Context: an optimization exercise on an open-source flow, tuned for small area, a short achievable clock period and few clock cycles. The choices shown serve that exercise and are no tape-out recipe. Only simulation tests tie the RTL to the original design; equivalence was not proved.

== nickel ==
// biquad_bank
module biquad_bank (
    input  wire        clk,
    input  wire        rst,
    input  wire        cmd_valid,
    output wire        cmd_ready,
    input  wire [1:0]  cmd_op,       
    input  wire [7:0]  cmd_motor,
    input  wire [7:0]  cmd_sel,
    input  wire [31:0] cmd_x,
    input  wire [31:0] cmd_b0,
    input  wire [31:0] cmd_b1,
    input  wire [31:0] cmd_b2,
    input  wire [31:0] cmd_a1,
    input  wire [31:0] cmd_a2,
    output reg         rsp_valid,
    output reg         rsp_ok,
    output reg  [31:0] rsp_data
);
Size in the first run: about 28,000 cells after synthesis, about 2,200 flip-flops, about 250 I/O pins, ~210,000 um^2 of cells after synthesis.
export LEC_CHECK = 0
export ABC_AREA = 1
export CAP_MARGIN = 20
export CORE_MARGIN = 2
export CORE_UTILIZATION = 40
export CTS_BUF_LIST = sky130_fd_sc_hd__clkbuf_8
export CTS_CLUSTER_SIZE = 24
export PLACE_DENSITY = 0.5
export SLEW_MARGIN = 20
create_clock -name core_clock -period 24.0 [get_ports {clk}]
standard.sh (not shown) runs the stock make flow with config.mk's settings and CLKGATE_MAP_FILE= SYNTH_SCRIPT=/design/flow/synth_recipe.tcl, a recipe that flattens the netlist after the stock synthesis.
==> flow/flow/run.sh <==
#!/bin/bash
# Layout with the standard flow (standard.sh: standard synthesis, floorplan,
# placement, CTS, routing, at the design's clock and constraints), asking the
# resizer's timing repair for extra setup slack so that it also shortens paths
# that already meet the 24 ns clock. All make output goes to flow_make.log;
# ORFS keeps each step's own log under orfs/logs/.
set -euo pipefail
bash standard.sh SETUP_SLACK_MARGIN=15 finish > flow_make.log 2>&1
Testbench counts of nickel, summed over its fixed seeds: cycles 6,032.
The inputs of raven differ from those of nickel as listed below.
Settings: a deleted CTS_BUF_LIST that had been sky130_fd_sc_hd__clkbuf_8; a deleted CTS_CLUSTER_SIZE that had been 24.
==> notes.md <==
- Measured against each other, nickel and raven differ in buffer count excluding the clock tree in the final layout, the higher figure coming from nickel.
- Run comparison: raven worst setup path startpoint p2_6[28]; nickel worst setup path startpoint p1_6[24]
- The global-route track usage on met1 on raven is in line with that on nickel.
- Area fraction of clock buffers and clock inverters: raven > nickel
- In raven, delay of the slowest cell on the worst path is lower than in nickel.
- nickel -> raven: number of endpoints failing setup at the final stage delta 0, exact match
- In the reports for nickel and raven, the larger first-pass iteration count of the detailed router belongs to raven.
- Looking at nickel and raven, the post-route standard cell area excluding fillers is a wash.
For onyx, these inputs were changed with respect to raven:
-- flow/flow/run.sh --
<<< raven, line 7
set -euo pipefail
bash standard.sh SETUP_SLACK_MARGIN=15 finish > flow_make.log 2>&1
>>> onyx, line 7
set -euo pipefail
bash standard.sh SETUP_SLACK_MARGIN=16.5 finish > flow_make.log 2>&1
Findings:
From raven to onyx the numbers moved as follows: global-route wire length before repair went up by 80,000 um.


Setup of before:
Starting RTL as in the previous note.
Settings: LEC_CHECK=0, ABC_AREA=1, CAP_MARGIN=20, CORE_MARGIN=2, CORE_UTILIZATION=40, PLACE_DENSITY=0.5, SLEW_MARGIN=20; clock period 24.0 ns.
==> flow/flow/run.sh <==
#!/bin/bash
# Layout with the standard flow (standard.sh: standard synthesis, floorplan,
# placement, CTS, routing, at the design's clock and constraints), asking the
# resizer's timing repair for extra setup slack so that it also shortens paths
# that already meet the 24 ns clock. All make output goes to flow_make.log;
# ORFS keeps each step's own log under orfs/logs/.
set -euo pipefail
bash standard.sh SETUP_SLACK_MARGIN=15.5 finish > flow_make.log 2>&1
Testbench counts of before, summed over its fixed seeds: cycles 6,032.
The inputs of after differ from those of before as listed below.
--- a/flow/flow/run.sh
+++ b/flow/flow/run.sh
@@ -7,2 +7,2 @@
 set -euo pipefail
-bash standard.sh SETUP_SLACK_MARGIN=15.5 finish > flow_make.log 2>&1
+bash standard.sh SETUP_SLACK_MARGIN=15 finish > flow_make.log 2>&1
--- a/flow/config.mk
+++ b/flow/config.mk
@@ -10,4 +10,4 @@
 export CORE_MARGIN = 2
-export CORE_UTILIZATION = 40
-export PLACE_DENSITY = 0.5
+export CORE_UTILIZATION = 46
+export PLACE_DENSITY = 0.56
 export SLEW_MARGIN = 20
Notes after the runs:
The global-route track usage on met2 number comes out higher for after vs before. Diff before -> after: first-iteration detailed-routing DRC count moved up; die area moved down. Sequential share of cell area (higher): after. Count of cells along the worst register-to-register path: after < before. Lower proportion of final cell area spent on non-clock buffers was reported by after, not before. Final estimated routing congestion in global placement for after is higher than for before.

[static timing again, ports no longer ideal]
Ports are ideal in the flow. The routed layouts listed here were re-timed in OpenROAD. Step 1: set_driving_cell puts a clkbuf_16 on clk and a buf_2 on each other input, an assumption about the parent block. Step 2 also shifts input and output timing later by t, the mid clock arrival at the registers, as if the neighbouring blocks saw the same clock. a / b / c = ideal ports / drivers / drivers and shift; a / b = the first two.
run	t (ns)	slack for setup (ns)	worst setup path at the end
nickel	1.325	15.136 / 15.136 / 15.136	register to register
raven	1.108	15.287 / 15.287 / 15.287	register to register
onyx	1.097	15.185 / 15.185 / 15.185	register to register
before	1.099	15.413 / 15.413 / 15.413	register to register
after	1.073	15.198 / 15.198 / 15.198	register to register
After both steps setup and hold are still met in every run listed.
